From an optimization exercise on the open Yosys and OpenROAD flow, aimed at small area, a short achievable clock period and few clock cycles per item; shortcuts taken in it are not production practice.
At most, simulation tests tie the RTL to the original design; equivalence was not proved.

wip/cedar:
==> flow/design.v (excerpt) <==
module pxl_color_core (
    input  wire         clk,
    input  wire         rst,
    input  wire         req_valid,
    output wire         req_ready,
    input  wire [4:0]   req_cmd,
    input  wire [255:0] req_data,
    output wire         rsp_valid,
    input  wire         rsp_ready,
    output wire         rsp_err,
    output wire [31:0]  rsp_r,
    output wire [31:0]  rsp_g,
    output wire [31:0]  rsp_b,
    output wire [31:0]  rsp_a,
    output wire [511:0] rsp_hex,
    output wire [6:0]   rsp_len
);
Size in the first run: ~920 I/O pins, about 0.063 mm^2 of cells after synthesis.
export LEC_CHECK = 0
export CAP_MARGIN = 20
export CORE_MARGIN = 2
export CORE_UTILIZATION = 55
export PLACE_DENSITY = 0.65
export SLEW_MARGIN = 20
create_clock -name core_clock -period 24.0 [get_ports {clk}]
standard.sh (not shown) runs the stock make flow with config.mk's settings and CLKGATE_MAP_FILE= SYNTH_SCRIPT=/design/flow/synth_recipe.tcl, a recipe that flattens the netlist after the stock synthesis.
==> flow/flow/run.sh <==
#!/bin/bash
# The standard layout, with repair_timing aiming for 17 ns of setup slack
# so that it optimises the critical paths, and
# the ports buffered with buf_2 cells; the clock period and constraints are
# the design's. Make's output goes to make.log; ORFS keeps each step's log
# under orfs/logs/.
set -euo pipefail
bash standard.sh SETUP_SLACK_MARGIN=17 "BUFFER_PORTS_ARGS=-buffer_cell sky130_fd_sc_hd__buf_2" finish > make.log 2>&1
wip/cedar finished every stage and its layout cleared the timing, design-rule and antenna checks.
Testbench counts of wip/cedar, summed over its fixed seeds: cycles 9,616, items 9,600.
Edits applied to the flow inputs when going from wip/cedar to wip/willow:
- CTS_BUF_LIST: unset -> sky130_fd_sc_hd__clkbuf_4 sky130_fd_sc_hd__clkbuf_8
==> flow/flow/run.sh <==
#!/bin/bash
# The standard layout, with repair_timing aiming for 17 ns of setup slack
# so that it optimises the critical paths, and
# the ports buffered with buf_1 cells; the clock period and constraints are
# the design's. Make's output goes to make.log; ORFS keeps each step's log
# under orfs/logs/.
set -euo pipefail
bash standard.sh SETUP_SLACK_MARGIN=17 "BUFFER_PORTS_ARGS=-buffer_cell sky130_fd_sc_hd__buf_1" finish > make.log 2>&1
Findings:
- Against wip/cedar, worst setup slack in wip/willow came out better.
- wip/willow: clock buffer count in the final layout is 79% higher than what wip/cedar reported.
- Looking at end of the critical path, the c1[5] result is from wip/cedar; the rsp_hex[6] one comes from wip/willow.
- For the first-pass GRT wire length, wip/willow came in about 2% higher than wip/cedar did.
- wip/willow ended with less signed area change from the synthesized netlist to the final layout than wip/cedar.
- Between wip/cedar and wip/willow, the flow reports final instance area decreasing slightly.
- Total of cells resized after clock tree synthesis, wip/willow vs wip/cedar: up by more than 10%

---

pxl_color_core, a different RTL version from the one above (not shown whole).
Size: ~6300 cells after synthesis, ~0.064 mm^2 of cells after synthesis.
==> flow/config.mk <==
export PLATFORM = sky130hd
export DESIGN_NAME = pxl_color_core
export DESIGN_NICKNAME = pxl_color_core
export VERILOG_FILES = /design/flow/design.v
export SDC_FILE = /design/flow/constraint.sdc
export NUM_CORES = 4
export LEC_CHECK = 0
export CAP_MARGIN = 20
export CORE_MARGIN = 2
export CORE_UTILIZATION = 55
export PLACE_DENSITY = 0.65
export SLEW_MARGIN = 20
==> flow/constraint.sdc <==
create_clock -name core_clock -period 24.0 [get_ports {clk}]
set_input_delay 4.8000 -clock core_clock [delete_from_list [all_inputs] [get_ports {clk}]]
set_output_delay 4.8000 -clock core_clock [all_outputs]
set_load 0.01 [all_outputs]
==> flow/flow/run.sh <==
#!/bin/bash
# The standard layout, with repair_timing aiming for 16 ns of setup slack
# so that it optimises the critical paths, and
# the ports buffered with buf_2 cells; the clock period and constraints are
# the design's. Make's output goes to make.log; ORFS keeps each step's log
# under orfs/logs/.
set -euo pipefail
bash standard.sh SETUP_SLACK_MARGIN=16 "BUFFER_PORTS_ARGS=-buffer_cell sky130_fd_sc_hd__buf_2" finish > make.log 2>&1
The baseline finished with timing, DRC and antenna clean.
==> next run, changes <==
==> flow/flow/run.sh (replaced) <==
#!/bin/bash
# The standard layout, with repair_timing aiming for 17 ns of setup slack
# so that it optimises the critical paths, and
# the ports buffered with buf_2 cells; the clock period and constraints are
# the design's. Make's output goes to make.log; ORFS keeps each step's log
# under orfs/logs/.
set -euo pipefail
bash standard.sh SETUP_SLACK_MARGIN=17 "BUFFER_PORTS_ARGS=-buffer_cell sky130_fd_sc_hd__buf_2" finish > make.log 2>&1
Effect: Final area came out higher by 2.8%. Global-route usage came out higher by 0.12 points.
No functional check of the RTL was part of any run of this note.

[afterwards: timing with drivers on the ports]
The results above use ideal ports. As a check the final layouts listed here were re-extracted and re-timed, cells and wires unchanged. Step 1, drivers: a clkbuf_16 drives clk and a buf_2 each remaining input, both assumed. Step 2 moves the port delays by t, midway between the first and last clock arrival at a register: inputs arrive t later, outputs are due t later. That takes back most of the time a late clock gives input paths. Slacks: ideal / step 1 / step 2; pairs: ideal / step 1.
run | shift t [ns] | slack for setup (ns) | cell pins on the clock port's net
wip/cedar | 0.775 | 16.661 / 16.713 / 15.938 | 1
wip/willow | 0.915 | 16.888 / 16.809 / 16.178 | 1
the first run of note 2 | 0.760 | 16.262 / 16.262 / 16.038 | 1
the second run of note 2 | 0.754 | 16.605 / 16.605 / 16.508 | 1
After both steps every run listed still meets setup and hold. For wip/cedar, which loses most, drivers alone change the setup slack by +0.052 ns; drivers and shift together by -0.723 ns.
